Context: an optimization exercise on an open-source flow, tuned for small area. The choices shown serve that exercise and are no tape-out recipe. The RTL was checked by simulation tests, not by an equivalence proof against the original design. Power and IR drop assume default switching activity.

--- flow/config.mk ---
export PLATFORM = sky130hd
export DESIGN_NAME = grbl_stepper
export DESIGN_NICKNAME = grbl_stepper
export VERILOG_FILES = /design/flow/design.v
export SDC_FILE = /design/flow/constraint.sdc
export NUM_CORES = 4
export LEC_CHECK = 0
export CAP_MARGIN = 20
export CORE_MARGIN = 2
export CORE_UTILIZATION = 40
export SLEW_MARGIN = 20
--- flow/constraint.sdc ---
create_clock -name core_clock -period 12.5 [get_ports {clk}]
set_input_delay 2.5000 -clock core_clock [delete_from_list [all_inputs] [get_ports {clk}]]
set_output_delay 2.5000 -clock core_clock [all_outputs]
set_load 0.01 [all_outputs]
--- flow/design.v ---
module grbl_stepper (
    input  wire        clk,
    input  wire        rst,
    input  wire [5:0]  cfg_invert_mask,
    input  wire        cfg_invert_enable,
    input  wire [15:0] cfg_accel_period,
    input  wire [31:0] cfg_min_rate,
    input  wire        tick,
    input  wire        pulse_reset,
    input  wire        cmd_valid,
    input  wire [7:0]  cmd,
    input  wire [3:0]  seg_head,
    input  wire [2:0]  blk_head,
    output reg  [6:0]  mem_addr,
    input  wire [31:0] mem_rdata,
    output reg  [5:0]  pins,
    output reg         disable_line,
    output reg         tick_enabled,
    output reg  [1:0]  run_state,
    output reg         cycle_stop,
    output reg  [3:0]  fault,
    output reg  [3:0]  seg_tail,
    output reg  [2:0]  blk_tail,
    output reg  [31:0] pos_x,
    output reg  [31:0] pos_y,
    output reg  [31:0] pos_z
);
    localparam N = 10;
    localparam RS_IDLE = 2'd0, RS_QUEUED = 2'd1, RS_RUNNING = 2'd2, RS_HOLD = 2'd3;
    localparam RAMP_CRUISE = 2'd0, RAMP_ACCEL = 2'd1, RAMP_DECEL = 2'd2;
    localparam F_NONE = 4'd0, F_ZERO_STEP = 4'd2, F_BAD_INDEX = 4'd3,
               F_RESERVED = 4'd4, F_NO_BLOCK = 4'd5, F_BAD_BLOCK = 4'd6,
               F_RESET_RUN = 4'd7, F_CONFIG = 4'd9;
    localparam C_INIT = 8'h01, C_RESET = 8'h02, C_WAKE_UP = 8'h03,
               C_GO_IDLE = 8'h04, C_CYCLE_START = 8'h05, C_FEED_HOLD = 8'h06,
               C_REINIT = 8'h07, C_QUEUE = 8'h09, C_CLEAR_STOP = 8'h0A;
    localparam ST_IDLE = 3'd0,   
               ST_SEG  = 3'd1,   
               ST_BLK  = 3'd2,   
               ST_RAMP = 3'd3,   
               ST_RATE = 3'd4,   
               ST_WAIT = 3'd5,   
               ST_STEP = 3'd6;   
    reg [2:0]  state;
    reg [2:0]  sub;
    reg [1:0]  ph;
    reg [31:0] r0, r1, r2, r3;
    reg [31:0] rate;
    reg [15:0] ramp_count;
    reg [1:0]  ramp_state;
    reg [7:0]  segment_steps;
    reg        cur_eob, cur_decel;
    reg [3:0]  cur_data;
    reg        load_pend, load_blk;
    reg [2:0]  b_dir;
    reg [2:0]  sf;             
    reg        staged;
    reg        pulse_armed;
    reg        blk_tick;       
    reg        bad;            
    reg        flag;           
    wire cfg_bad = (cfg_accel_period < 16'd2) | cfg_min_rate[31];
    localparam A_ZERO = 3'd0, A_RATE = 3'd1, A_RING = 3'd2, A_MEM = 3'd3,
               A_AP = 3'd4, A_CNT = 3'd5;
    localparam B_ZERO = 3'd0, B_MEM = 3'd1, B_RATE = 3'd2, B_MIN = 3'd3,
               B_CNT = 3'd4, B_APH = 3'd5;
    localparam O_SUM = 2'd0, O_B = 2'd1, O_HALF = 2'd2;
    reg [2:0] a_sel, b_sel;
    reg [1:0] o_sel;
    reg       sub_op;          
    reg       cin0;            
    reg       wr_ring, wr_rate, wr_cnt;
    reg [31:0] op_a, op_b;
    always @(*) begin
        case (a_sel)
            A_RATE:  op_a = rate;
            A_RING:  op_a = r0;
            A_MEM:   op_a = mem_rdata;
            A_AP:    op_a = {16'd0, cfg_accel_period};
            A_CNT:   op_a = {16'd0, ramp_count};
            default: op_a = 32'd0;
        endcase
        case (b_sel)
            B_MEM:   op_b = mem_rdata;
            B_RATE:  op_b = rate;
            B_MIN:   op_b = cfg_min_rate;
            B_CNT:   op_b = {16'd0, ramp_count};
            B_APH:   op_b = {17'd0, cfg_accel_period[15:1]};
            default: op_b = 32'd0;
        endcase
    end
    wire [31:0] add_b = op_b ^ {32{sub_op}};
    wire [31:0] add_g = op_a & add_b;
    wire [31:0] add_p = op_a ^ add_b;
    wire [16:0] add_c;
    wire [31:0] add_cb;
    assign add_c[0] = sub_op & ~cin0;
    genvar gi;
    generate
        for (gi = 0; gi < 16; gi = gi + 1) begin : g_add
            assign add_cb[2*gi]   = add_c[gi];
            assign add_cb[2*gi+1] = add_g[2*gi] | (add_p[2*gi] & add_c[gi]);
            assign add_c[gi+1] = add_g[2*gi+1] | (add_p[2*gi+1] & add_g[2*gi]) |
                                 (add_p[2*gi+1] & add_p[2*gi] & add_c[gi]);
        end
    endgenerate
    wire [32:0] alu_s = {add_c[16], add_p ^ add_cb};
    wire        cout = alu_s[32];
    reg  [31:0] alu_out;
    always @(*) begin
        case (o_sel)
            O_B:     alu_out = op_b;
            O_HALF:  alu_out = {1'b0, op_a[31:1]};
            default: alu_out = alu_s[31:0];
        endcase
    end
    function [6:0] blk_a(input [2:0] j, input [2:0] f);
        blk_a = {1'b1, j, f};
    endfunction
    wire [3:0] dat_base = cur_data + 4'd4;
    wire [6:0] dat_dist  = {1'b0, dat_base, 2'd0};
    wire [6:0] dat_init  = {1'b0, dat_base, 2'd1};
    wire [6:0] dat_nom   = {1'b0, dat_base, 2'd2};
    wire [6:0] dat_delta = {1'b0, dat_base, 2'd3};
    wire [15:0] seg_w = mem_rdata[15:0];
    wire [3:0]  seg_fault = (seg_w[15:14] != 2'b00) ? F_RESERVED :
                            (seg_w[11:8] >= N)      ? F_BAD_INDEX :
                            (seg_w[7:0] == 8'd0)    ? F_ZERO_STEP : F_NONE;
    wire [1:0]  ld_ramp_state = load_blk ? RAMP_ACCEL : ramp_state;
    wire [1:0]  ap_ramp_state = seg_w[13] ? RAMP_DECEL : ld_ramp_state;
    wire seg_ok = (run_state != RS_HOLD) && (seg_tail != seg_head) &&
                  (seg_fault == F_NONE) && !(load_blk && blk_tail == blk_head);
    wire accel_tick = (ramp_state != RAMP_CRUISE) && (ramp_count[15:1] == 15'd0);
    wire is_accel = (ramp_state == RAMP_ACCEL);
    wire        do_init = rst | (cmd_valid && cmd == C_INIT && !cfg_bad);
    wire [31:0] pos_sel = (sub[1:0] == 2'd1) ? pos_x : (sub[1:0] == 2'd2) ? pos_y : pos_z;
    wire        pos_dir = (sub[1:0] == 2'd1) ? b_dir[0] : (sub[1:0] == 2'd2) ? b_dir[1] : b_dir[2];
    wire [31:0] pos_q = pos_sel ^ {32{pos_dir}};
    wire [32:0] pos_t;
    assign pos_t[0] = 1'b1;
    generate
        for (gi = 0; gi < 32; gi = gi + 1) begin : g_pos
            assign pos_t[gi+1] = pos_t[gi] & pos_q[gi];
        end
    endgenerate
    wire [31:0] pos_nxt = pos_sel ^ pos_t[31:0];
    wire [31:0] pos_d = pos_nxt & {32{~do_init}};
    wire        pos_step = (state == ST_STEP) && alu_s[31] && (fault == F_NONE);
    always @(posedge clk) begin
        if (do_init | (pos_step && sub == 3'd1)) pos_x <= pos_d;
        if (do_init | (pos_step && sub == 3'd2)) pos_y <= pos_d;
        if (do_init | (pos_step && sub == 3'd3)) pos_z <= pos_d;
    end
    wire [7:0] seg_steps_dec = segment_steps - 8'd1;
    wire [3:0] seg_tail_inc = (seg_tail == N - 1) ? 4'd0 : seg_tail + 4'd1;
    always @(*) begin
        a_sel = A_ZERO; b_sel = B_MEM; o_sel = O_SUM;
        sub_op = 1'b1; cin0 = 1'b0;
        wr_ring = 1'b0; wr_rate = 1'b0; wr_cnt = 1'b0;
        mem_addr = {3'b000, seg_tail};
        case (state)
            ST_SEG: begin
                mem_addr = blk_a(blk_tail, 3'd3);
                a_sel = A_AP;
                if (load_blk) begin
                    if (seg_w[13]) b_sel = B_APH;
                    else o_sel = O_HALF;
                    wr_cnt = seg_ok;
                end else if (seg_w[13]) begin
                    if (ramp_state == RAMP_CRUISE) o_sel = O_HALF;
                    else b_sel = B_CNT;
                    wr_cnt = seg_ok && (ramp_state != RAMP_DECEL);
                end
            end
            ST_BLK: begin
                case (sub)
                    3'd0: begin                
                        o_sel = O_B; wr_rate = 1'b1;
                        mem_addr = blk_a(blk_tail, 3'd0);
                    end
                    3'd1, 3'd2, 3'd3, 3'd4: begin   
                        a_sel = A_RATE; o_sel = O_HALF;
                        wr_ring = (ph != 2'd0);
                        mem_addr = (sub == 3'd1) ? blk_a(blk_tail, 3'd1) :
                                   (sub == 3'd2) ? blk_a(blk_tail, 3'd2) :
                                   (sub == 3'd3) ? blk_a(blk_tail, 3'd4) : dat_init;
                    end
                    3'd5: begin                
                        o_sel = O_B; wr_rate = 1'b1;
                    end
                    default: begin             
                        a_sel = A_RATE; b_sel = B_MIN; o_sel = O_B;
                        wr_rate = ~cout;
                    end
                endcase
            end
            ST_RAMP: begin
                b_sel = B_ZERO;
                if (accel_tick) begin
                    a_sel = A_AP; sub_op = 1'b0;
                end else begin
                    a_sel = A_CNT; cin0 = 1'b1;
                end
                wr_cnt = (ramp_state != RAMP_CRUISE);
                mem_addr = accel_tick ? dat_delta : dat_dist;
            end
            ST_RATE: begin
                a_sel = A_RATE;
                case (sub)
                    3'd0: begin
                        sub_op = ~is_accel; cin0 = 1'b1;
                        wr_rate = is_accel;
                        mem_addr = is_accel ? dat_nom : dat_delta;
                    end
                    3'd1: begin
                        if (is_accel) begin
                            o_sel = O_B; wr_rate = cout | flag;
                        end else begin
                            o_sel = flag ? O_SUM : O_HALF; wr_rate = 1'b1;
                        end
                        mem_addr = dat_dist;
                    end
                    default: begin
                        b_sel = B_MIN; o_sel = O_B; wr_rate = ~cout;
                        mem_addr = dat_dist;
                    end
                endcase
            end
            ST_WAIT: begin
                a_sel = blk_tick ? A_MEM : A_RING; b_sel = B_RATE;
                wr_ring = (ph == 2'd0);
                mem_addr = (ph == 2'd0) ? blk_a(blk_tail, 3'd0) : dat_dist;
            end
            ST_STEP: begin
                a_sel = A_RING;
                sub_op = ~sub[2];
                case (sub)
                    3'd1, 3'd2, 3'd3: wr_ring = 1'b1;
                    3'd4: wr_ring = 1'b1;
                    3'd5: wr_ring = sf[0];
                    3'd6: wr_ring = sf[1];
                    default: wr_ring = sf[2];
                endcase
                case (sub)
                    3'd1: mem_addr = blk_a(blk_tail, 3'd1);
                    3'd2: mem_addr = blk_a(blk_tail, 3'd2);
                    3'd3: mem_addr = dat_dist;
                    default: mem_addr = blk_a(blk_tail, 3'd3);
                endcase
            end
            default: ;
        endcase
    end
    always @(posedge clk) begin
        r0 <= r1;
        r1 <= r2;
        r2 <= r3;
        r3 <= wr_ring ? alu_out : r0;
    end
    always @(posedge clk) begin
        if (wr_rate)
            rate <= alu_out;
        if (wr_cnt)
            ramp_count <= alu_out[15:0];
    end
    wire tick_ok = tick && tick_enabled && (fault == F_NONE) && !pulse_armed &&
                   (state == ST_IDLE);
    task automatic init_regs;
        begin
            staged <= 1'b0;
            load_pend <= 1'b1; load_blk <= 1'b1;
            seg_tail <= 4'd0; blk_tail <= 3'd0;
            run_state <= RS_IDLE;
            tick_enabled <= 1'b0; pulse_armed <= 1'b0;
            pins <= cfg_invert_mask;
            disable_line <= ~cfg_invert_enable;
            cycle_stop <= 1'b0;
            fault <= F_NONE;
            state <= ST_IDLE;
        end
    endtask
    task automatic go_idle;
        begin
            tick_enabled <= 1'b0;
            disable_line <= ~cfg_invert_enable;
            state <= ST_IDLE;
        end
    endtask
    always @(posedge clk) begin
        if (rst)
            ph <= 2'd0;
        else
            ph <= ph + 2'd1;
    end
    always @(posedge clk) begin
        if (rst) begin
            init_regs;
            if (cfg_bad)
                fault <= F_CONFIG;
        end else if (cmd_valid && cmd == C_INIT) begin
            if (cfg_bad)
                fault <= F_CONFIG;
            else
                init_regs;
        end else if (fault == F_NONE) begin
            if (pulse_reset && pulse_armed) begin
                pins <= {pins[5:3], cfg_invert_mask[2:0]};
                pulse_armed <= 1'b0;
            end
            if (cmd_valid) begin
                case (cmd)
                    C_RESET: begin
                        if (tick_enabled) begin
                            fault <= F_RESET_RUN;
                        end else begin
                            staged <= 1'b0;
                            load_pend <= 1'b1; load_blk <= 1'b1;
                            seg_tail <= 4'd0;
                        end
                    end
                    C_WAKE_UP: begin
                        disable_line <= cfg_invert_enable;
                        if (run_state == RS_RUNNING && !tick_enabled) begin
                            staged <= 1'b0;
                            tick_enabled <= 1'b1;
                        end
                    end
                    C_GO_IDLE: go_idle;
                    C_CYCLE_START: begin
                        if (run_state == RS_QUEUED) begin
                            run_state <= RS_RUNNING;
                            disable_line <= cfg_invert_enable;
                            if (!tick_enabled) begin
                                staged <= 1'b0;
                                tick_enabled <= 1'b1;
                            end
                        end
                    end
                    C_FEED_HOLD: begin
                        if (run_state == RS_RUNNING)
                            run_state <= RS_HOLD;
                    end
                    C_REINIT: begin
                        if (run_state == RS_HOLD && !tick_enabled)
                            run_state <= RS_IDLE;
                    end
                    C_QUEUE: begin
                        if (run_state == RS_IDLE)
                            run_state <= RS_QUEUED;
                    end
                    C_CLEAR_STOP: begin
                        cycle_stop <= 1'b0;
                        if (run_state == RS_RUNNING && !tick_enabled)
                            run_state <= RS_IDLE;
                    end
                    default: ;
                endcase
            end
            case (state)
                ST_IDLE: begin
                    if (tick_ok) begin
                        if (staged) begin
                            pins <= {b_dir, sf} ^ cfg_invert_mask;
                            pulse_armed <= 1'b1;
                            staged <= 1'b0;
                        end
                        blk_tick <= 1'b0;
                        state <= load_pend ? ST_SEG : ST_RAMP;
                    end
                end
                ST_SEG: begin
                    if (run_state == RS_HOLD) begin
                        go_idle;
                    end else if (seg_tail == seg_head) begin
                        go_idle;
                        cycle_stop <= 1'b1;
                    end else if (seg_fault != F_NONE) begin
                        fault <= seg_fault;
                        state <= ST_IDLE;
                    end else if (load_blk && blk_tail == blk_head) begin
                        fault <= F_NO_BLOCK;
                        state <= ST_IDLE;
                    end else begin
                        segment_steps <= seg_w[7:0];
                        cur_eob <= seg_w[12];
                        cur_decel <= seg_w[13];
                        cur_data <= seg_w[11:8];
                        ramp_state <= ap_ramp_state;
                        load_pend <= 1'b0;
                        load_blk <= 1'b0;
                        blk_tick <= load_blk;
                        sub <= 3'd0;
                        state <= load_blk ? ST_BLK : ST_RAMP;
                    end
                end
                ST_BLK: begin
                    case (sub)
                        3'd0: bad <= cout | mem_rdata[31];
                        3'd1, 3'd2, 3'd3: bad <= bad | ~cout;
                        3'd4: begin
                            bad <= bad | ((mem_rdata & ~32'h38) != 32'd0);
                            b_dir <= mem_rdata[5:3];
                        end
                        default: ;
                    endcase
                    sub <= sub + 3'd1;
                    if (sub == 3'd5) begin
                        if (bad) begin
                            fault <= F_BAD_BLOCK;
                            state <= ST_IDLE;
                        end else begin
                            sf <= 3'b000;
                            staged <= 1'b1;
                        end
                    end
                    if (sub == 3'd6)
                        state <= ST_RAMP;
                end
                ST_RAMP: begin
                    sub <= 3'd0;
                    state <= accel_tick ? ST_RATE : ST_WAIT;
                end
                ST_RATE: begin
                    case (sub)
                        3'd0: flag <= cout;
                        3'd1: if (is_accel && (cout | flag)) ramp_state <= RAMP_CRUISE;
                        default: ;
                    endcase
                    sub <= sub + 3'd1;
                    if (sub == 3'd2)
                        state <= ST_WAIT;
                end
                ST_WAIT: begin
                    if (ph == 2'd0) begin
                        if (alu_s[31]) begin
                            segment_steps <= seg_steps_dec;
                            staged <= 1'b1;
                            sub <= 3'd1;
                            state <= ST_STEP;
                        end else begin
                            state <= ST_IDLE;
                        end
                    end
                end
                ST_STEP: begin
                    case (sub)
                        3'd1: begin
                            sf[0] <= alu_s[31];
                        end
                        3'd2: begin
                            sf[1] <= alu_s[31];
                        end
                        3'd3: begin
                            sf[2] <= alu_s[31];
                        end
                        default: ;
                    endcase
                    sub <= sub + 3'd1;
                    if (sub == 3'd7) begin
                        if (segment_steps == 8'd0) begin
                            if (cur_eob) begin
                                blk_tail <= blk_tail + 3'd1;
                                load_blk <= 1'b1;
                            end
                            load_pend <= 1'b1;
                            seg_tail <= seg_tail_inc;
                        end
                        state <= ST_IDLE;
                    end
                end
                default: state <= ST_IDLE;
            endcase
        end
    end
endmodule
--- flow/flow/run.sh ---
#!/bin/bash
# Standard ORFS layout with two changes: the port buffers are the smallest
# buffer cell (repair may still upsize them), and the clock tree is built
# from smaller clock buffers with larger sink clusters and no dummy loads.
set -euo pipefail
export BUFFER_PORTS_ARGS="-buffer_cell sky130_fd_sc_hd__buf_1"
export CTS_ARGS="-sink_clustering_enable -repair_clock_nets -buf_list {sky130_fd_sc_hd__clkbuf_8} -sink_clustering_size 12 -sink_clustering_max_diameter 60 -dont_use_dummy_load"
bash standard.sh > standard.log 2>&1
--- flow/standard.sh ---
#!/bin/bash
# synth_recipe.tcl (not shown) runs the flow's synth.tcl, then flattens the netlist and writes it again
# the make line also repeats each setting of config.mk as NAME=value (left out here)
make -C /OpenROAD-flow-scripts/flow DESIGN_CONFIG=/design/flow/config.mk WORK_HOME=/design/flow/orfs CLKGATE_MAP_FILE= SYNTH_SCRIPT=/design/flow/synth_recipe.tcl "${@:-finish}"
==> impl_results.md, run 1 <==
- Combinational fraction of design power: 8.8%
- Gp weighted congestion: 0.954
- Mux contribution to synthesized area: 8.24%
- Max clock buf depth: 3
- Tightest Hold Check Type: reg -> reg
- Worst r2r dst: pos_y[29]
- WHS Endpoint: r1[3]
- Layout Nets: 2,054
- Final hold vios: 0
- Dpl cells: 2,385
- Leakage: 7.36 nW
- Main combinational cell family by area after synthesis: simple AND/OR/NAND/NOR gates
- Vias: 14,200
- Seq. cell area: 0.00843 mm^2
- Worst path top cell family by delay: simple AND/OR/NAND/NOR gates
- Overall routing resource usage: 23.8%
- Final Max Slew Viols: 0
- Number of flops mapped to enable cells by yosys: 182
- Synth unique cells: 77
- Drt first-iter violations: 1,517
- XOR/XNOR Fraction of Synth Area: 5.19%
- GRT overflow: 0
- Post-DR wirelength/cell: 22.2 um
- Worst vdd ir: 0.0929 mV
- Filler cell count: 4,006
- Width of the die: 211 um
- Crit-path cells: buf_1 -> nand2b_1 -> o21ai_0 -> nand3_1 -> and2_1 -> a222oi_1 -> xor2_1 -> ha_1 -> a21o_1 -> a21oi_1 -> nor2b_1 -> or4_1 -> o2111a_1 -> o211ai_1 -> nand2b_1 -> fa_1 -> xor2_1 -> and3_1 -> nand2_1 -> o21ai_4 -> buf_4
- Clk_skew: 0.104 ns
- Post-Synth Adder-Cell Area: 5.14%
- Wire length of the first global-routing pass: 81.5 mm
- Slowest stage cell on the critical path: and2_1
- Mapped Cells: 1,677
- Design Area, Final: 0.0191 mm^2
- R2R Path Start: sub[1]
- Post-DRT Antenna Nets: 0
- Final setup viols: 0
- Row Count: 75
- Seq/Total Area, Yosys: 49.0%
- Routed WL: 53.8 mm
- Max cap viols: 0
- CP Launch Type: input port
- Tcrit/Tclk final: 73.3%
- Buf/Inv on CP: 2
- Synthesized area: 0.0172 mm^2
- Post-synth net total: 1,845
- Unrepaired setup endpoints after global routing: false
- Power density cells: 103 mW/mm^2
- Hold-fix buffers, CTS: 0
- Status: complete, no violations
- Number of clock sinks: 330
- Worst Path Arrival: 9.37 ns
- P&R area growth vs syn: 11.3%
- Port bufs: 231
- R2r setup slk: 4.64 ns
- Top FF cell, synth: edfxtp_1
- Most common cell after layout, fill and taps aside: buf_1
- Critical path's largest stage delay: 0.75 ns
- DRC Markers: 0
- WHS Path Cells: 0
- Synth async-reset ratio: 0%
- Post-Synth Simple-Gate Area: 14.8%
- Setup Fix Bufs, Post-CTS: 0
- Slew @ Worst Pin: 1.07 ns
- CTS buffer count: 37
- Skew-Pair Late Insertion Delay: 0.63 ns
- Syn_area_per_cell: 10.3 um^2
- Die H: 211 um
- Most frequent cells in the layout: buf_1, edfxtp_1, nand2_1, nor2_1, dfxtp_1
- CP Class: in -> reg
- R2R depth: 24
- DP Area: 0.0186 mm^2
- Max Fclk: 109 MHz
- Setup TNS: 0 ns
- Compound-Gate Fraction of Synth Area: 14.6%
- IO Pins: 232
- Internal power: 0.00149 W
- Worst Path Required: 12.71 ns
- Worst-path fanout max: 32
- Fin util: 45.3%
- Clk pin slew, worst setup/hold paths: 0.07 ns
- First-pass iteration count of the detailed router: 9
- Htree depth: 2
- Vias in the first global route: 13,800
- Antenna violations before repair: 1
- Slew HR: 28.1%
- Reg power frac: 59.7%
- Die ar.: 0.0447 mm^2
- Yosys warning total: 1
- Finished Layout Cells: 2,423
- Hold Startpoint: r2[3]
- Share of cells above drive strength 1: 7.80%
- Antenna Cells: 0
- Stages on worst setup path: 21
- Power share of the clock group: 31.5%
- CP endpoint kind: register
- Largest net degree at the start of global routing: 54
- Switching pwr: 0.000488 W
- Hpwl dp: 38.0 mm
- Routed vias/inst: 5.87
- Core region area: 0.0422 mm^2
- Switching part of the total power: 24.6%
- Multi-input combinational cell area: 0.00831 mm^2
- Root Buffer: clkbuf_8
- Final min period: 9.16 ns
- Synth Register Bits: 330
- Starting Density: 40.7%
- # resized after CTS: 0
- CTS tree: yes
[worst max-delay path by stage]
stage	end	from	slack (ns)
final	pos_y[29]	mem_rdata[13]	3.34
after global routing	pos_y[29]	mem_rdata[13]	2.92
after CTS	pos_x[27]	mem_rdata[13]	3.14
after detailed placement	pos_x[29]	mem_rdata[13]	2.52
after global placement	pos_x[29]	mem_rdata[13]	2.64
after floorplan	pos_x[0]	mem_rdata[13]	3.06
[registers in the layout (all words and copies together) (netlist names), 4 cells and up]
name	cells
cur_data	4
pins	6
rate	32
r1	32
seg_tail	4
ramp_count	16
r3	32
pos_x	32
fault	4
r0	32
pos_z	32
pos_y	32
r2	32
segment_steps	8
[Yosys cell counts (all sizes together) (35+ instances only)]
library cell  instances  area [um^2]
nor2                152          571
xnor2                48          420
nand2               158          593
a21oi               118          594
edfxtp              182         5470
o21ai               121          606
mux2i                62          624
mux2                 69          792
ha                   45          563
inv                  35          131
nand3                38          190
nor2b                38          238
xor2                 54          473
dfxtp               148         2960
nor3                 41          226
clkbuf               60          225
[power by group through the flow]
stage	registers, W	logic (W)	clock network [W]
global placement	0.00121	0.000168	0
detailed placement	0.00121	0.000171	0
CTS	0.00118	0.000172	0.000644
global route	0.00119	0.000191	0.000679
finish	0.00118	0.000174	0.000625
floorplan	0.00122	0.0000871	0
[kinds of logic (layout without fill, tap and decap cells)]
group | count (synthesis) | in the layout
simple gates | 535 | 535
fa+ha+maj | 61 | 61
buf+inv | 124 | 331
flops | 330 | 330
compound gates | 394 | 394
mux | 131 | 131
xor+xnor | 102 | 102
[metal layers]
| layer | share of wire, % | track usage [%] |
|---|---|---|
| met4 | 2.8 | 8.81 |
| met1 | 44 | 33.3 |
| met5 | 0 | 0 |
| met2 | 45 | 37.0 |
| met3 | 8.7 | 3.86 |
[layout make-up]
| cell class | count | area share (%) |
|---|---|---|
| sequential | 330 | 44.0 |
| multi-input combinational | 1223 | 43.4 |
| timing repair buffer | 257 | 5.65 |
| tap | 539 | 3.52 |
| clock buffer | 37 | 2.66 |
| inverter | 37 | 0.725 |
[metrics by stage]
stage                     setup WS [ns]  total power (W)  hold slack (ns)
after floorplan                    3.06          0.00130            0.310
after global placement             2.64          0.00138            0.310
after detailed placement           2.52          0.00138            0.312
after CTS                          3.14          0.00200            0.291
after global routing               2.92          0.00206            0.288
final                              3.34          0.00198            0.289
==> run 2: changes to the inputs <==
==> flow/flow/run.sh (replaced) <==
#!/bin/bash
# Standard ORFS layout with two changes: the port buffers are the smallest
# buffer cell (repair may still upsize them), and the clock tree is built
# from smaller clock buffers with larger sink clusters and no dummy loads.
set -euo pipefail
export BUFFER_PORTS_ARGS="-buffer_cell sky130_fd_sc_hd__buf_1"
export CTS_ARGS="-sink_clustering_enable -repair_clock_nets -buf_list {sky130_fd_sc_hd__clkbuf_4 sky130_fd_sc_hd__clkbuf_8} -sink_clustering_size 16 -sink_clustering_max_diameter 50 -dont_use_dummy_load"
bash standard.sh > standard.log 2>&1
--- a/flow/config.mk
+++ b/flow/config.mk
@@ -6,4 +6,5 @@
 export NUM_CORES = 4
 export LEC_CHECK = 0
+export ABC_AREA = 1
 export CAP_MARGIN = 20
 export CORE_MARGIN = 2
==> run 2 against run 1 <==
Compared with the run above:
- still clean on timing, DRC and antenna
- non-clock buffer count is 1 higher
- via count is 5.5% higher
- flip-flop and latch count stayed put
- hold slack worse by 0.020 ns
- worst setup slack worse by 0.35 ns
- largest power group unchanged
- synthesized cell count is 14% higher
- first-iteration DRC count is 10% lower
==> impl_results.md, run 2 <==
- Width of the die: 210 um (-0.60%)
- Most common cell after layout, fill and taps aside: nand2_1
- Mapped Cells: 1,915 (+14%)
- Worst-path fanout max: 17 (-47%)
- GRT overflow: 0 (unchanged)
- Core region area: 0.0419 mm^2 (-0.67%)
- Cell with the most instances after synthesis: nand2_1
- Tightest Hold Check Type: reg -> reg
- Most frequent cells in the layout: nand2_1, inv_1, buf_1, edfxtp_1, dfxtp_1
- Hold-fix buffers, CTS: 0 (unchanged)
- Worst Path Required: 12.80 ns (+0.09 ns)
- Slew HR: 24.0% (-4.1 points)
- Internal power: 0.00149 W (-0.34%)
- Worst vdd ir: 0.0897 mV (-3.4%)
- Vias: 15,000 (+5.5%)
- CP most frequent cell: nand2_1
- Final setup viols: 0 (unchanged)
- Max Fclk: 105 MHz (-3.7%)
- Routed WL: 54.7 mm (+1.8%)
- Slew @ Worst Pin: 1.14 ns (+0.0681 ns)
- Filler cell count: 4,117 (+2.8%)
- Overall routing resource usage: 24.5% (+0.76 points)
- CTS tree: yes
- Switching pwr: 0.000481 W (-1.4%)
- Post-synth net total: 2,083 (+13%)
- Final Max Slew Viols: 0 (unchanged)
- Status: complete, no violations
- Clk pin slew, worst setup/hold paths: 0.08 ns (about the same)
- Largest net degree at the start of global routing: 65 (+20%)
- Critical path's largest stage delay: 0.57 ns (-0.18 ns)
- Synth cell count leaders: nand2_1, inv_1, edfxtp_1
- WHS: 0.269 ns (-0.0196 ns)
- Tcrit/Tclk final: 76.1% (+2.8 points)
- Buf/Inv on CP: 7 (+5)
- Worst path top cell family by delay: simple AND/OR/NAND/NOR gates
- Number of flops mapped to enable cells by yosys: 182 (unchanged)
- Gp weighted congestion: 0.936 (-1.9%)
- Combinational fraction of design power: 7.9% (-0.9 points)
- Slowest stage cell on the critical path: inv_1
- Switching part of the total power: 24.4% (-0.20 points)
- Leakage: 7.76 nW (+5.5%)
- Post-DRT Antenna Nets: 0 (unchanged)
- Power density cells: 103 mW/mm^2 (-0.13%)
- CP endpoint kind: register
- Skew-Pair Late Insertion Delay: 0.64 ns (about the same)
- DRC Markers: 0 (unchanged)
- Drt first-iter violations: 1,360 (-10%)
- Number of clock sinks: 330 (unchanged)
- Syn_area_per_cell: 8.87 um^2 (-13%)
- Synthesized area: 0.0170 mm^2 (-1.2%)
- CP Launch Type: input port
- Setup TNS: 0 ns (unchanged)
- Layout Nets: 2,310 (+12%)
- Clk_skew: 0.110 ns (+0.00584 ns)
- Top FF cell, synth: edfxtp_1
- Share of cells above drive strength 1: 6.36% (-1.4 points)
- Root Buffer: clkbuf_8
- Routed vias/inst: 5.60 (-4.6%)
- Starting Density: 40.5% (-0.23 points)
- IO Pins: 232 (unchanged)
- CP Class: in -> reg
- Synth unique cells: 63 (-18%)
- Worst Path Arrival: 9.81 ns (+0.44 ns)
- Wire length of the first global-routing pass: 83.6 mm (+2.6%)
- Post-DR wirelength/cell: 20.4 um (-8.0%)
- Largest area contributor in the netlist: edfxtp_1
- Yosys warning total: 1 (unchanged)
- Antenna violations before repair: 0 (-1)
- Htree depth: 2 (unchanged)
- Synth Register Bits: 330 (unchanged)
- P&R area growth vs syn: 12.2%
- Die ar.: 0.0441 mm^2 (-1.2%)
- Dpl cells: 2,641 (+11%)
- Synth area leaders: edfxtp_1, dfxtp_1, nand2_1, inv_1, o21ai_0
- Synth top area share: 32.2% (+0.39 points)
- Antenna Cells: 0 (unchanged)
- Max cap viols: 0 (unchanged)
- Max clock buf depth: 3 (unchanged)
- Die H: 210 um (-0.60%)
- Final hold vios: 0 (unchanged)
- Synth async-reset ratio: 0% (unchanged)
- Row Count: 75 (unchanged)
- Power share of the clock group: 32.1% (+0.6 points)
- Finished Layout Cells: 2,679 (+11%)
- Unrepaired setup endpoints after global routing: false
- CTS buffer count: 38 (+2.7%)
- Vias in the first global route: 14,600 (+5.7%)
- First-pass iteration count of the detailed router: 5 (-4)
- Reg power frac: 60.0% (+0.3 points)
- Seq/Total Area, Yosys: 49.6% (+0.61 points)
- # resized after CTS: 0 (unchanged)
- Port bufs: 231 (unchanged)
- Setup Fix Bufs, Post-CTS: 0 (unchanged)
- Final min period: 9.51 ns (+0.347 ns)
- Hpwl dp: 39.7 mm (+4.7%)
## run 2: layout make-up
class / count / area (um^2) / area share [%]
Clock buffer: 38 / 523 / 2.74
Multi-Input combinational cell: 1249 / 7330 / 38.5
Inverter: 265 / 998 / 5.24
Timing Repair Buffer: 258 / 1100 / 5.78
Sequential cell: 330 / 8430 / 44.2
Tap cell: 539 / 674 / 3.54
## run 2: power groups by stage
stage / clock network [W] / logic [W] / registers [W]
after floorplan: 0 / 0.0000768 / 0.00121
after global placement: 0 / 0.000150 / 0.00121
after detailed placement: 0 / 0.000154 / 0.00121
after CTS: 0.000653 / 0.000155 / 0.00118
after global routing: 0.000686 / 0.000172 / 0.00118
final: 0.000632 / 0.000155 / 0.00118
## run 2: worst register-to-register path: cells and delay by family, from the launching register on
kind            cells  cell delay [ns]
simple gates       35             3.63
fa+ha+maj           3             0.99
compound gates      5             1.36
flops               1             0.42
xor+xnor            2             0.37
buf+inv             9             2.16
## run 2: routing by layer
| layer | share of wire [%] | up-vias | GRT usage (%) |
|---|---|---|---|
| met5 | 0 | - | 0 |
| met4 | 3.7 | 0 | 10.4 |
| met3 | 7.7 | 139 | 4.35 |
| met2 | 45 | 675 | 39.2 |
| met1 | 43 | 7172 | 32.9 |
| li1 | - | 7027 | - |
## run 2: metrics by stage
step	util, %	worst slack (ns)	area (um^2)	power, W
after detailed placement	44.2	2.46	18500	0.00136
after CTS	45.4	3.09	19100	0.00199
final	45.4	2.99	19100	0.00197
after global placement	44.0	2.40	18500	0.00136
after floorplan	-	2.37	17000	0.00129
after global routing	45.4	2.13	19100	0.00204
## run 2: kinds of logic (layout without fill, tap and decap cells)
family          count (synthesis)  in the layout  share of synthesized area [%]
flops                         330            330                           49.6
buf+inv                       336            561                           7.62
xor+xnor                       68             68                           3.51
compound gates                466            466                           17.2
fa+ha+maj                      61             61                           5.20
simple gates                  654            654                           16.8
## run 2: path summary, 6_finish.rpt
check	depth (start not counted)	from	slack, ns	end
setup / recovery	47	mem_rdata[13]	2.99	pos_x[10]
hold / removal	0	r1[11]	0.27	r0[11]
setup reg to reg	54	sub[0]	3.27	pos_x[10]
hold reg to reg	0	r1[11]	0.27	r0[11]
==> run 3: changes to the inputs <==
--- a/flow/config.mk
+++ b/flow/config.mk
@@ -6,5 +6,4 @@
 export NUM_CORES = 4
 export LEC_CHECK = 0
-export ABC_AREA = 1
 export CAP_MARGIN = 20
 export CORE_MARGIN = 2
==> run 3 against run 2 <==
Compared with the run above:
- area after synthesis rose by 1.2%
- global-route usage fell by 0.84 points
- clock skew fell by 0.0067 ns
- first-iteration DRC count rose by 12%
- hold slack improved by 0.042 ns
- routed wire length fell by 2.3%
- synthesized cell count fell by 12%
- sequential share of layout area fell by 0.24 points
- worst setup slack improved by 0.29 ns
- fmax rose by 3.1%
==> impl_results.md, run 3 <==
- Largest net degree at the start of global routing: 54 (-17%)
- Yosys warning total: 1 (unchanged)
- Vias: 14,200 (-5.2%)
- Starting Density: 40.7% (+0.23 points)
- Synth area leaders: edfxtp_1, dfxtp_1, mux2_2, mux2i_1, nand2_1
- Most frequent cells in the layout: buf_1, edfxtp_1, nand2_1, nor2_1, dfxtp_1
- Worst Path Arrival: 9.51 ns (-0.30 ns)
- Slew @ Worst Pin: 1.11 ns (-0.0310 ns)
- Hold Startpoint: r2[26]
- Antenna violations before repair: 1 (+1)
- Max Fclk: 108 MHz (+3.1%)
- CTS buffer count: 38 (unchanged)
- Design Area, Final: 0.0192 mm^2 (+0.55%)
- Mapped Cells: 1,677 (-12%)
- Synthesized area: 0.0172 mm^2 (+1.2%)
- R2R Path Start: sub[1]
- Clk pin slew, worst setup/hold paths: 0.09 ns (about the same)
- P&R area growth vs syn: 11.4%
- Synth cell count leaders: edfxtp_1, nand2_1, nor2_1
- Final Max Slew Viols: 0 (unchanged)
- Post-DR wirelength/cell: 22.1 um (+7.9%)
- CP endpoint kind: register
- Width of the die: 211 um (+0.61%)
- CP Launch Type: input port
- Setup Fix Bufs, Post-CTS: 0 (unchanged)
- Hold-fix buffers, CTS: 0 (unchanged)
- Overall routing resource usage: 23.7% (-0.84 points)
- Setup TNS: 0 ns (unchanged)
- DP Area: 0.0186 mm^2 (+0.45%)
- Hpwl dp: 38.0 mm (-4.5%)
- Slew HR: 25.6% (+1.6 points)
- Root Buffer: clkbuf_8
- Antenna Cells: 0 (unchanged)
- Cell with the most instances after synthesis: edfxtp_1
- Skew-Pair Late Insertion Delay: 0.64 ns (about the same)
- Seq/Total Area, Yosys: 49.0% (-0.61 points)
- Max clock buf depth: 3 (unchanged)
- Row Count: 75 (unchanged)
- DRC Markers: 0 (unchanged)
- Die H: 211 um (+0.61%)
- Worst vdd ir: 0.0982 mV (+9.4%)
- Tcrit/Tclk final: 73.8% (-2.3 points)
- Synth Register Bits: 330 (unchanged)
- Gp weighted congestion: 0.954 (+1.9%)
- Final hold vios: 0 (unchanged)
- WHS Endpoint: r1[26]
- Layout Nets: 2,055 (-11%)
- Drt first-iter violations: 1,521 (+12%)
- WHS Path Cells: 0 (unchanged)
- Power density cells: 104 mW/mm^2 (+0.15%)
- Share of cells above drive strength 1: 7.85% (+1.5 points)
- Filler cell count: 4,038 (-1.9%)
- Synth top area share: 31.8% (-0.39 points)
- Leakage: 7.37 nW (-5.1%)
- Routed WL: 53.5 mm (-2.3%)
- Finished Layout Cells: 2,424 (-9.5%)
- Synth unique cells: 77 (+22%)
- CP Class: in -> reg
- Routed vias/inst: 5.87 (+4.7%)
- IO Pins: 232 (unchanged)
- Worst-path fanout max: 23 (+6)
- Worst r2r dst: pos_x[24]
- Final setup viols: 0 (unchanged)
- Top FF cell, synth: edfxtp_1
- Die ar.: 0.0447 mm^2 (+1.2%)
- Largest area contributor in the netlist: edfxtp_1
- Vias in the first global route: 13,700 (-5.7%)
- Final min period: 9.22 ns (-0.290 ns)
- Dpl cells: 2,385 (-9.7%)
- Htree depth: 2 (unchanged)
- # resized after CTS: 0 (unchanged)
- Post-synth net total: 1,845 (-11%)
- Number of flops mapped to enable cells by yosys: 182 (unchanged)
- Wire length of the first global-routing pass: 81.2 mm (-2.9%)
- Number of clock sinks: 330 (unchanged)
- Port bufs: 231 (unchanged)
- Worst Path Required: 12.79 ns (about the same)
- First-pass iteration count of the detailed router: 6 (+1)
- CTS tree: yes
- Syn_area_per_cell: 10.3 um^2 (+16%)
- Synth async-reset ratio: 0% (unchanged)
- Tightest Hold Check Type: reg -> reg
- GRT overflow: 0 (unchanged)
- Unrepaired setup endpoints after global routing: false
- R2r setup slk: 4.68 ns (+1.41 ns)
- Most common cell after layout, fill and taps aside: buf_1
- R2R depth: 24 (-56%)
- Clk_skew: 0.103 ns (-0.00674 ns)
- Core region area: 0.0422 mm^2 (+0.67%)
- Max cap viols: 0 (unchanged)
- Status: complete, no violations
- Post-DRT Antenna Nets: 0 (unchanged)
## run 3: cell types whose count changed after synthesis, sizes merged, moves of 19 or more
cell,previous run,this run
xor2,30,54
mux2i,0,62
o21ai,167,121
inv,260,35
mux2,0,69
nand2,334,158
a21oi,90,118
o22ai,38,9
nand3,84,38
o211ai,43,6
nor2b,0,38
a222oi,0,31
o221ai,28,0
nand2b,0,19
## run 3: stage by stage
stage                     setup slack, ns  power, W  util, %  hold slack, ns
after CTS                            3.16   0.00200     45.3           0.309
after floorplan                      3.06   0.00130        -           0.310
after global routing                 2.93   0.00206     45.4           0.307
final                                3.28   0.00198     45.4           0.311
after global placement               2.64   0.00138     44.1           0.310
after detailed placement             2.52   0.00138     44.1           0.312
## run 3: critical path: stages
cell and delay [ns]:
buf_1 0.46, nand2b_1 0.11, o21ai_0 0.17, nand3_1 0.76, and2_1 0.76, a222oi_1 0.45
xor2_1 0.15, ha_1 0.38, a21o_1 0.19, a21oi_1 0.14, nor2b_1 0.07, or4_1 0.56
o2111a_1 0.28, o211ai_1 0.34, nand2b_1 0.14, fa_1 0.45, xor2_1 0.36, and3_1 0.32
nand2_1 0.17, o21ai_4 0.49, buf_16 0.24
## run 3: worst max-delay path by stage
| stage | startpoint | end | slack (ns) | cells after the start |
|---|---|---|---|---|
| after detailed placement | mem_rdata[13] | pos_x[29] | 2.52 | 20 |
| final | mem_rdata[13] | pos_x[24] | 3.28 | 21 |
| after CTS | mem_rdata[13] | pos_x[20] | 3.16 | 20 |
| after global routing | mem_rdata[13] | pos_y[31] | 2.93 | 21 |
| after floorplan | mem_rdata[13] | pos_x[0] | 3.06 | 20 |
| after global placement | mem_rdata[13] | pos_x[29] | 2.64 | 20 |
## run 3: area by class of cell
| class | instances | area [um^2] | share of cell area, % |
|---|---|---|---|
| Timing Repair Buffer | 257 | 1080 | 5.65 |
| Sequential cell | 330 | 8430 | 44.0 |
| Inverter | 37 | 139 | 0.725 |
| Tap cell | 539 | 674 | 3.52 |
| Clock buffer | 38 | 523 | 2.73 |
| Multi-Input combinational cell | 1223 | 8310 | 43.4 |
## run 3: cells by family after synthesis
family | synth area share, %
and+or+nand+nor | 14.8
AOI/OAI and AO/OA | 14.6
xor gates and xnor gates | 5.19
DFF | 49.0
buffers and inverters | 3.04
muxes | 8.24
adders and majority gates | 5.14
## run 3: power breakdown
group / leakage, nW / total [W] / internal (W) / switching, W
clock network: 0.273 / 0.000626 / 0.000270 / 0.000356
registers: 2.97 / 0.00118 / 0.00117 / 0.0000132
logic: 4.12 / 0.000173 / 0.0000594 / 0.000114
## run 3: metal layers
metal	track usage (%)	vias up	routed length [um]
li1	-	6530	-
met1	33.2	6851	23500
met2	37.2	745	23800
met3	4.44	101	4710
met4	7.33	0	1450
met5	0	-	0
==> run 4: changes to the inputs <==
--- a/flow/config.mk
+++ b/flow/config.mk
@@ -6,6 +6,7 @@
 export NUM_CORES = 4
 export LEC_CHECK = 0
-export CAP_MARGIN = 20
+export ABC_AREA = 1
+export CAP_MARGIN = 0
 export CORE_MARGIN = 2
 export CORE_UTILIZATION = 40
-export SLEW_MARGIN = 20
+export SLEW_MARGIN = 0
==> run 4 against run 3 <==
Compared with the run above:
- sequential power about the same
- still clean
- utilization fell by 0.086 points
- first-iteration DRC count down 16%
- critical path type unchanged
- routed wire length grew 1.8%
- die area shrank 1.2%
- sequential share of layout area up 0.38 points
==> impl_results.md, run 4 <==
- Largest area contributor in the netlist: edfxtp_1
- Status: complete, no violations
- Leakage: 7.74 nW (+5.0%)
- Worst-path fanout max: 32 (+39%)
- Slowest stage cell on the critical path: o21ai_4
- Switching part of the total power: 24.6% (+0.24 points)
- Gp weighted congestion: 0.936 (-1.9%)
- Synthesized area: 0.0170 mm^2 (-1.2%)
- Post-DR wirelength/cell: 20.3 um (-7.8%)
- Seq/Total Area, Yosys: 49.6% (+0.61 points)
- Synth unique cells: 63 (-18%)
- Tcrit/Tclk final: 78.0% (+4.2 points)
- CP Class: in -> reg
- First-pass iteration count of the detailed router: 5 (-1)
- Routed WL: 54.4 mm (+1.8%)
- Antenna violations before repair: 0 (-1)
- Critical path's largest stage delay: 0.96 ns (+0.20 ns)
- R2r setup slk: 3.06 ns (-1.62 ns)
- Largest net degree at the start of global routing: 65 (+20%)
- Final setup viols: 0 (unchanged)
- Tightest Hold Check Type: reg -> reg
- Slew HR: 21.7% (-3.8 points)
- Final min period: 9.74 ns (+0.522 ns)
- GRT overflow: 0 (unchanged)
- Final hold vios: 0 (unchanged)
- Fin util: 45.3% (-0.086 points)
- Cell with the most instances after synthesis: nand2_1
- Antenna Cells: 0 (unchanged)
- Worst Path Arrival: 9.94 ns (+0.43 ns)
- CTS tree: yes
- # resized after CTS: 0 (unchanged)
- Top FF cell, synth: edfxtp_1
- Die ar.: 0.0441 mm^2 (-1.2%)
- Slew @ Worst Pin: 1.17 ns (+0.0632 ns)
- Multi-input combinational cell area: 0.00733 mm^2 (-12%)
- Design Area, Final: 0.0190 mm^2 (-0.86%)
- Core region area: 0.0419 mm^2 (-0.67%)
- Routed vias/inst: 5.57 (-5.1%)
- R2R Path Start: sub[0]
- Combinational fraction of design power: 7.8% (-0.9 points)
- Worst vdd ir: 0.0807 mV (-18%)
- Crit path from: mem_rdata[13]
- Vias in the first global route: 14,500 (+5.8%)
- Die H: 210 um (-0.60%)
- CP endpoint kind: register
- Synth cell count leaders: nand2_1, inv_1, edfxtp_1
- Post-synth net total: 2,083 (+13%)
- Setup Fix Bufs, Post-CTS: 0 (unchanged)
- Drt first-iter violations: 1,281 (-16%)
- Root Buffer: clkbuf_8
- Busiest grt layer: met2
- CP most frequent cell: nand2_1
- M1 GR Usage: 33.0% (-0.19 points)
- Setup TNS: 0 ns (unchanged)
- Seq. cell area: 0.00843 mm^2 (unchanged)
- Reg power frac: 59.9% (+0.2 points)
- CP Launch Type: input port
- Htree depth: 2 (unchanged)
- Number of flops mapped to enable cells by yosys: 182 (unchanged)
- Port bufs: 231 (unchanged)
- Syn_area_per_cell: 8.87 um^2 (-13%)
- Row Count: 75 (unchanged)
- Yosys warning total: 1 (unchanged)
- Synth area leaders: edfxtp_1, dfxtp_1, nand2_1, inv_1, o21ai_0
- Power share of the clock group: 32.3% (+0.7 points)
- Wire length of the first global-routing pass: 83.6 mm (+2.9%)
- R2R depth: 52 (+120%)
- P&R area growth vs syn: 11.8%
- Clk pin slew, worst setup/hold paths: 0.10 ns (about the same)
- Global Route met2 Usage: 38.8% (+1.7 points)
- Hpwl dp: 39.5 mm (+4.0%)
- Synth Register Bits: 330 (unchanged)
- Most frequent cells in the layout: nand2_1, inv_1, buf_1, edfxtp_1, dfxtp_1
- Switching pwr: 0.000485 W (+0.39%)
- Final Max Slew Viols: 0 (unchanged)
- Filler cell count: 4,148 (+2.7%)
- Internal power: 0.00149 W (-0.90%)
- Met3 usage: 4.45% (+0.019 points)
- Mapped Cells: 1,915 (+14%)
- DP Area: 0.0185 mm^2 (-0.73%)
- Max Fclk: 103 MHz (-5.4%)
- Synth async-reset ratio: 0% (unchanged)
- Power density cells: 104 mW/mm^2 (+0.27%)
- Layout Nets: 2,307 (+12%)
- Unrepaired setup endpoints after global routing: false
- Clk_skew: 0.0937 ns (-0.00959 ns)
- Synth top area share: 32.2% (+0.39 points)
- Worst Path Required: 12.69 ns (-0.10 ns)
- Max cap viols: 0 (unchanged)
- CTS buffer count: 38 (unchanged)
- Starting Density: 40.5% (-0.23 points)
- Most common cell after layout, fill and taps aside: nand2_1
- Number of clock sinks: 330 (unchanged)
- Dpl cells: 2,638 (+11%)
- Max clock buf depth: 3 (unchanged)
- Crit path to: pos_x[10]
- Share of cells above drive strength 1: 6.18% (-1.7 points)
- Post-DRT Antenna Nets: 0 (unchanged)
- Vias: 14,900 (+4.8%)
- Worst r2r dst: pos_x[10]
- DRC Markers: 0 (unchanged)
- Finished Layout Cells: 2,676 (+10%)
- Skew-Pair Late Insertion Delay: 0.64 ns (about the same)
- Width of the die: 210 um (-0.60%)
- Overall routing resource usage: 24.5% (+0.77 points)
- Hold-fix buffers, CTS: 0 (unchanged)
- IO Pins: 232 (unchanged)
run 4: cell count changes after synthesis, sizes merged, moves of 29 or more:
cell    before  now
inv         35  260
o211ai       6   43
nand2      158  334
a222oi      31    0
o21ai      121  167
o22ai        9   38
nand3       38   84
nor2b       38    0
mux2i       62    0
mux2        69    0
run 4: layout make-up:
class                   instances  area share (%)
flip-flops and latches        330            44.4
multi-input cells            1249            38.6
repair buffers                255            5.51
inverters                     265            5.26
well taps                     539            3.55
clock buffers                  38            2.75
run 4: worst max-delay path: cells and delay by family:
family,cells,cell delay [ns]
fa+ha+maj,2,0.81
simple gates,31,3.18
compound gates,5,1.81
xor+xnor,2,0.34
buf+inv,5,1.25
run 4: metal layers:
metal  share of wire, %  vias up  routed length [um]
met3                7.7      126                4200
met2                 45      664               24600
met1                 43     7081               23400
met5                  0        -                   0
li1                   -     7038                   -
met4                4.0        0                2180
run 4: logic make-up (layout without fill, tap and decap cells):
| kind of cell | count (synthesis) | count (layout) | share of synthesized area [%] |
|---|---|---|---|
| fa+ha+maj | 61 | 61 | 5.20 |
| simple gates | 654 | 654 | 16.8 |
| xor+xnor | 68 | 68 | 3.51 |
| compound gates | 466 | 466 | 17.2 |
| buf+inv | 336 | 558 | 7.62 |
| flops | 330 | 330 | 49.6 |
run 4: worst min path at each step:
stage	endpoint	start	slack [ns]	cells past startpoint
6_report	r1[31]	r2[31]	0.26	0
5_1_grt	r1[31]	r2[31]	0.28	0
4_1_cts	r1[31]	r2[31]	0.28	0
3_5_place_dp	r0[16]	r1[16]	0.31	0
3_3_place_gp	r0[22]	r1[22]	0.31	0
2_1_floorplan	r0[0]	r1[0]	0.31	0
run 4: metrics by stage:
stage | setup WS (ns) | hold slack, ns | power (W)
final | 2.76 | 0.265 | 0.00197
after floorplan | 2.37 | 0.310 | 0.00129
after CTS | 2.80 | 0.280 | 0.00199
after global placement | 2.40 | 0.311 | 0.00136
after detailed placement | 2.21 | 0.312 | 0.00136
after global routing | 1.85 | 0.283 | 0.00204
run 4: power by group through the flow:
stage	sequential, W	combinational (W)	clock [W]
floorplan	0.00121	0.0000768	0
global placement	0.00121	0.000150	0
detailed placement	0.00121	0.000153	0
CTS	0.00118	0.000153	0.000655
global route	0.00118	0.000171	0.000690
finish	0.00118	0.000154	0.000636
==> run 5: changes to the inputs <==
--- a/flow/design.v
+++ b/flow/design.v
@@ -41,5 +41,6 @@
                ST_RATE = 3'd4,   
                ST_WAIT = 3'd5,   
-               ST_STEP = 3'd6;   
+               ST_STEP = 3'd6,   
+               ST_PEND = 3'd7;   
     reg [2:0]  state;
     reg [2:0]  sub;
@@ -60,9 +61,10 @@
     reg        bad;            
     reg        flag;           
+    reg        pend;           
     wire cfg_bad = (cfg_accel_period < 16'd2) | cfg_min_rate[31];
     localparam A_ZERO = 3'd0, A_RATE = 3'd1, A_RING = 3'd2, A_MEM = 3'd3,
-               A_AP = 3'd4, A_CNT = 3'd5;
+               A_AP = 3'd4, A_CNT = 3'd5, A_POS = 3'd6;
     localparam B_ZERO = 3'd0, B_MEM = 3'd1, B_RATE = 3'd2, B_MIN = 3'd3,
-               B_CNT = 3'd4, B_APH = 3'd5;
+               B_CNT = 3'd4, B_APH = 3'd5, B_ONE = 3'd6;
     localparam O_SUM = 2'd0, O_B = 2'd1, O_HALF = 2'd2;
     reg [2:0] a_sel, b_sel;
@@ -79,4 +81,5 @@
             A_AP:    op_a = {16'd0, cfg_accel_period};
             A_CNT:   op_a = {16'd0, ramp_count};
+            A_POS:   op_a = (sub[1:0] == 2'd1) ? pos_x : (sub[1:0] == 2'd2) ? pos_y : pos_z;
             default: op_a = 32'd0;
         endcase
@@ -87,4 +90,5 @@
             B_CNT:   op_b = {16'd0, ramp_count};
             B_APH:   op_b = {17'd0, cfg_accel_period[15:1]};
+            B_ONE:   op_b = 32'd1;
             default: op_b = 32'd0;
         endcase
@@ -134,21 +138,9 @@
     wire is_accel = (ramp_state == RAMP_ACCEL);
     wire        do_init = rst | (cmd_valid && cmd == C_INIT && !cfg_bad);
-    wire [31:0] pos_sel = (sub[1:0] == 2'd1) ? pos_x : (sub[1:0] == 2'd2) ? pos_y : pos_z;
-    wire        pos_dir = (sub[1:0] == 2'd1) ? b_dir[0] : (sub[1:0] == 2'd2) ? b_dir[1] : b_dir[2];
-    wire [31:0] pos_q = pos_sel ^ {32{pos_dir}};
-    wire [32:0] pos_t;
-    assign pos_t[0] = 1'b1;
-    generate
-        for (gi = 0; gi < 32; gi = gi + 1) begin : g_pos
-            assign pos_t[gi+1] = pos_t[gi] & pos_q[gi];
-        end
-    endgenerate
-    wire [31:0] pos_nxt = pos_sel ^ pos_t[31:0];
-    wire [31:0] pos_d = pos_nxt & {32{~do_init}};
-    wire        pos_step = (state == ST_STEP) && alu_s[31] && (fault == F_NONE);
+    wire        pos_slot = (state == ST_STEP) && (sub[2] == 1'b1) && (sub[1:0] != 2'd0);
     always @(posedge clk) begin
-        if (do_init | (pos_step && sub == 3'd1)) pos_x <= pos_d;
-        if (do_init | (pos_step && sub == 3'd2)) pos_y <= pos_d;
-        if (do_init | (pos_step && sub == 3'd3)) pos_z <= pos_d;
+        if (do_init | (pos_slot && sub[1:0] == 2'd1 && sf[0])) pos_x <= alu_out;
+        if (do_init | (pos_slot && sub[1:0] == 2'd2 && sf[1])) pos_y <= alu_out;
+        if (do_init | (pos_slot && sub[1:0] == 2'd3 && sf[2])) pos_z <= alu_out;
     end
     wire [7:0] seg_steps_dec = segment_steps - 8'd1;
@@ -228,27 +220,50 @@
             end
             ST_WAIT: begin
-                a_sel = blk_tick ? A_MEM : A_RING; b_sel = B_RATE;
-                wr_ring = (ph == 2'd0);
-                mem_addr = (ph == 2'd0) ? blk_a(blk_tail, 3'd0) : dat_dist;
+                if (pend) begin
+                    mem_addr = blk_a(blk_tail, 3'd3);
+                end else begin
+                    a_sel = blk_tick ? A_MEM : A_RING; b_sel = B_RATE;
+                    wr_ring = (ph == 2'd0);
+                    mem_addr = (ph == 2'd0) ? blk_a(blk_tail, 3'd0) : dat_dist;
+                end
+            end
+            ST_PEND: begin
+                a_sel = A_RING; sub_op = 1'b0;
+                case (sub[1:0])
+                    2'd1: wr_ring = sf[0];
+                    2'd2: wr_ring = sf[1];
+                    default: wr_ring = sf[2];
+                endcase
+                mem_addr = (sub[1:0] == 2'd3) ? dat_dist : blk_a(blk_tail, 3'd3);
             end
             ST_STEP: begin
-                a_sel = A_RING;
-                sub_op = ~sub[2];
                 case (sub)
-                    3'd1, 3'd2, 3'd3: wr_ring = 1'b1;
-                    3'd4: wr_ring = 1'b1;
-                    3'd5: wr_ring = sf[0];
-                    3'd6: wr_ring = sf[1];
-                    default: wr_ring = sf[2];
+                    3'd1, 3'd2, 3'd3: begin      
+                        a_sel = A_RING; wr_ring = 1'b1;
+                    end
+                    3'd4: begin                  
+                        a_sel = A_RING; sub_op = 1'b0; wr_ring = 1'b1;
+                    end
+                    default: begin               
+                        a_sel = A_POS;
+                        if ((sub[1:0] == 2'd1) ? b_dir[0] :
+                            (sub[1:0] == 2'd2) ? b_dir[1] : b_dir[2]) begin
+                            b_sel = B_ZERO; cin0 = 1'b1;
+                        end else begin
+                            b_sel = B_ONE; sub_op = 1'b0;
+                        end
+                    end
                 endcase
                 case (sub)
                     3'd1: mem_addr = blk_a(blk_tail, 3'd1);
                     3'd2: mem_addr = blk_a(blk_tail, 3'd2);
-                    3'd3: mem_addr = dat_dist;
-                    default: mem_addr = blk_a(blk_tail, 3'd3);
+                    default: mem_addr = dat_dist;
                 endcase
             end
             default: ;
         endcase
+        if (do_init) begin
+            a_sel = A_ZERO; b_sel = B_ZERO; sub_op = 1'b0; o_sel = O_SUM;
+        end
     end
     always @(posedge clk) begin
@@ -268,5 +283,5 @@
     task automatic init_regs;
         begin
-            staged <= 1'b0;
+            staged <= 1'b0; pend <= 1'b0;
             load_pend <= 1'b1; load_blk <= 1'b1;
             seg_tail <= 4'd0; blk_tail <= 3'd0;
@@ -411,4 +426,5 @@
                         end else begin
                             sf <= 3'b000;
+                            pend <= 1'b0;
                             staged <= 1'b1;
                         end
@@ -433,8 +449,11 @@
                 ST_WAIT: begin
                     if (ph == 2'd0) begin
-                        if (alu_s[31]) begin
+                        sub <= 3'd1;
+                        if (pend) begin
+                            state <= ST_PEND;
+                        end else if (alu_s[31]) begin
                             segment_steps <= seg_steps_dec;
                             staged <= 1'b1;
-                            sub <= 3'd1;
+                            pend <= 1'b1;
                             state <= ST_STEP;
                         end else begin
@@ -443,4 +462,11 @@
                     end
                 end
+                ST_PEND: begin
+                    sub <= sub + 3'd1;
+                    if (sub[1:0] == 2'd3) begin
+                        pend <= 1'b0;
+                        state <= ST_WAIT;
+                    end
+                end
                 ST_STEP: begin
                     case (sub)
==> run 5 against run 4 <==
Compared with the run above:
- clock skew fell by 0.0083 ns
- fmax fell by 5.0%
- still clean on timing, DRC and antenna
- first-iteration DRC count fell by 4.8%
- register-to-register slack got worse by 0.13 ns
- global-route usage rose by 2.3 points
- cell area fell by 2.9%
- non-clock buffer count fell by 1
- critical endpoint is now segment_steps[7]
==> impl_results.md, run 5 <==
- Seq/Total Area, Yosys: 51.5% (+1.9 points)
- CP most frequent cell: nand2_2
- GRT overflow: 0 (unchanged)
- Hold-fix buffers, CTS: 0 (unchanged)
- Setup TNS: 0 ns (unchanged)
- Worst Path Arrival: 10.48 ns (+0.54 ns)
- # resized after CTS: 0 (unchanged)
- Hpwl dp: 41.8 mm (+5.9%)
- Tcrit/Tclk final: 82.1% (+4.1 points)
- Max Fclk: 97.5 MHz (-5.0%)
- M1 GR Usage: 34.0% (+0.98 points)
- Status: complete, no violations
- Fin util: 45.4% (+0.085 points)
- Largest net degree at the start of global routing: 64 (-1.5%)
- R2R Path Start: sub[0]
- Post-DRT Antenna Nets: 0 (unchanged)
- Worst Path Required: 12.72 ns (+0.03 ns)
- DRC Markers: 0 (unchanged)
- Slew HR: 17.7% (-4.0 points)
- CP endpoint kind: register
- Final Max Slew Viols: 0 (unchanged)
- Wire length of the first global-routing pass: 85.0 mm (+1.7%)
- Reg power frac: 59.3% (-0.6 points)
- Syn_area_per_cell: 8.93 um^2 (+0.61%)
- Slowest stage cell on the critical path: nor3_1
- Width of the die: 207 um (-1.7%)
- P&R area growth vs syn: 12.4%
- Global Route met2 Usage: 44.8% (+6.0 points)
- Synth cell count leaders: nand2_1, inv_1, edfxtp_1
- R2R depth: 53 (+1.9%)
- CP Launch Type: input port
- Most common cell after layout, fill and taps aside: nand2_1
- Hold Startpoint: r1[16]
- Setup ws final: 2.24 ns (-0.513 ns)
- Synth top area share: 33.3% (+1.1 points)
- Cell with the most instances after synthesis: nand2_1
- Largest area contributor in the netlist: edfxtp_1
- Die H: 207 um (-1.7%)
- Worst r2r dst: segment_steps[7]
- Post-DR wirelength/cell: 22.0 um (+8.3%)
- Post-synth net total: 2,007 (-3.6%)
- Tightest Hold Check Type: reg -> reg
- Htree depth: 2 (unchanged)
- Synth area leaders: edfxtp_1, dfxtp_1, nand2_1, inv_1, o21ai_0
- R2r setup slk: 2.93 ns (-0.13 ns)
- IO Pins: 232 (unchanged)
- Setup Fix Bufs, Post-CTS: 0 (unchanged)
- Layout Nets: 2,238 (-3.0%)
- Number of flops mapped to enable cells by yosys: 182 (unchanged)
- Leakage: 7.55 nW (-2.5%)
- Total power: 0.00208 W (+5.5%)
- Starting Density: 40.4% (-0.14 points)
- Mapped Cells: 1,838 (-4.0%)
- Crit path from: cfg_accel_period[14]
- Clk_skew: 0.0853 ns (-0.00832 ns)
- WHS Endpoint: r0[16]
- Switching pwr: 0.000540 W (+11%)
- Vias in the first global route: 14,100 (-2.7%)
- Worst-path fanout max: 11 (-66%)
- Share of cells above drive strength 1: 5.61% (-0.56 points)
- Max clock buf depth: 3 (unchanged)
- Filler cell count: 4,050 (-2.4%)
- Routed WL: 57.3 mm (+5.3%)
- Buf/Inv on CP: 5 (unchanged)
- Worst slack, placed: 1.73 ns (-0.481 ns)
- Synthesized area: 0.0164 mm^2 (-3.4%)
- Root Buffer: clkbuf_8
- Drt first-iter violations: 1,219 (-4.8%)
- Synth unique cells: 60 (-4.8%)
- Routed vias/inst: 5.53 (-0.67%)
- Most frequent cells in the layout: nand2_1, inv_1, buf_1, edfxtp_1, dfxtp_1
- First-pass iteration count of the detailed router: 8 (+3)
- Skew-Pair Late Insertion Delay: 0.62 ns (-0.02 ns)
- Overall routing resource usage: 26.8% (+2.3 points)
- Seq. cell area: 0.00845 mm^2 (+0.24%)
- Multi-input combinational cell area: 0.00682 mm^2 (-7.0%)
- Power density cells: 113 mW/mm^2 (+8.7%)
- Antenna violations before repair: 4 (+4)
- Port bufs: 231 (unchanged)
- Row Count: 74 (-1.3%)
- Final hold vios: 0 (unchanged)
- Internal power: 0.00154 W (+3.6%)
- Final min period: 10.26 ns (+0.513 ns)
- Met3 usage: 4.49% (+0.039 points)
- Switching part of the total power: 25.9% (+1.3 points)
- Combinational fraction of design power: 10.7% (+2.9 points)
- Final setup viols: 0 (unchanged)
- Clk pin slew, worst setup/hold paths: 0.09 ns (about the same)
- Core region area: 0.0406 mm^2 (-3.1%)
- CP Class: in -> reg
- Critical path's largest stage delay: 0.93 ns (-0.03 ns)
- Gp weighted congestion: 0.927 (-0.97%)
- Worst path top cell family by delay: simple AND/OR/NAND/NOR gates
- CTS buffer count: 37 (-2.6%)
- Die ar.: 0.0426 mm^2 (-3.4%)
- Synth Register Bits: 331 (+0.30%)
- WHS Path Cells: 0 (unchanged)
- Yosys warning total: 1 (unchanged)
- Busiest grt layer: met2
- Max cap viols: 0 (unchanged)
- Power share of the clock group: 30.0% (-2.3 points)
- Slew @ Worst Pin: 1.22 ns (+0.0489 ns)
- Worst vdd ir: 0.0616 mV (-24%)
- CTS tree: yes
- Synth async-reset ratio: 0% (unchanged)
- Top FF cell, synth: edfxtp_1
- Vias: 14,400 (-3.4%)
- Unrepaired setup endpoints after global routing: false
- Number of clock sinks: 331 (+0.30%)
-- run 5: area by class of cell --
type | count | area share [%]
sequential | 331 | 45.8
timing repair buffer | 254 | 5.64
clock buffer | 37 | 2.76
inverter | 255 | 5.19
multi-input combinational | 1190 | 37.0
tap | 532 | 3.61
antenna | 3 | 0.0407
-- run 5: routing by layer --
metal / up-vias / part of all wire (%)
li1: 6770 / -
met1: 6903 / 42
met2: 593 / 47
met5: - / 0.021
met3: 131 / 6.7
met4: 2 / 4.3
-- run 5: power groups by stage --
stage	logic, W	registers (W)	clock network (W)
floorplan	0.000109	0.00127	0
global placement	0.000219	0.00126	0
detailed placement	0.000223	0.00126	0
CTS	0.000224	0.00123	0.000641
global route	0.000247	0.00124	0.000672
finish	0.000223	0.00123	0.000623
-- run 5: how the worst max path moves through the flow --
stage | to | slack [ns] | cells past startpoint
after detailed placement | segment_steps[4] | 1.73 | 52
after CTS | segment_steps[7] | 2.38 | 52
after floorplan | segment_steps[0] | 3.71 | 53
after global placement | segment_steps[6] | 1.94 | 52
after global routing | segment_steps[7] | 1.44 | 54
final | segment_steps[7] | 2.24 | 54
-- run 5: per-stage QoR --
stage	area, um^2	hold slack, ns	instances
2_1_floorplan	16400	0.310	1838
3_3_place_gp	17900	0.310	2562
3_5_place_dp	17900	0.312	2562
4_1_cts	18400	0.280	2599
5_1_grt	18400	0.298	2601
6_report	18400	0.280	2602
-- run 5: cells by family after synthesis --
group / Yosys count / synth area share, %
AO/OA/AOI/OAI: 454 / 16.6
XOR/XNOR: 50 / 2.67
flip-flops: 331 / 51.5
buffers and inverters: 317 / 7.33
adder cells (fa/ha/maj): 62 / 5.46
AND/OR/NAND/NOR: 623 / 16.4
multiplexers: 1 / 0.0686

==> afterwards: timing with drivers on the ports <==
The flow's constraints put no driver on any port. The routed layouts listed below were extracted and timed again, unchanged, in two steps. Step 1 (the two cells are an assumption about what drives the block):
set clk [get_ports {clk}]
set_driving_cell -lib_cell sky130_fd_sc_hd__clkbuf_16 $clk
set_driving_cell -lib_cell sky130_fd_sc_hd__buf_2 [delete_from_list [all_inputs] $clk]
Step 2 also shifts input and output timing later by t, the mid clock arrival at the registers, as if the neighbouring blocks saw the same clock. Three values: no drivers, after step 1, after step 2; two values: the first two.
run | t, ns | slack for setup (ns) | worst slew at a driven data input, ns | cell pins on the clock port's net
run 1 | 0.623 | 3.335 / 3.360 / 2.737 | 0.07 | 1
run 2 | 0.641 | 2.988 / 3.007 / 2.366 | 0.07 | 1
run 3 | 0.638 | 3.278 / 3.305 / 2.667 | 0.07 | 1
run 4 | 0.647 | 2.756 / 2.770 / 2.123 | 0.08 | 1
run 5 | 0.635 | 2.243 / 2.258 / 1.623 | 0.13 | 1
After both steps every run listed still meets setup and hold. For run 4, which loses most, drivers alone change the setup slack by +0.014 ns; drivers and shift together by -0.633 ns.
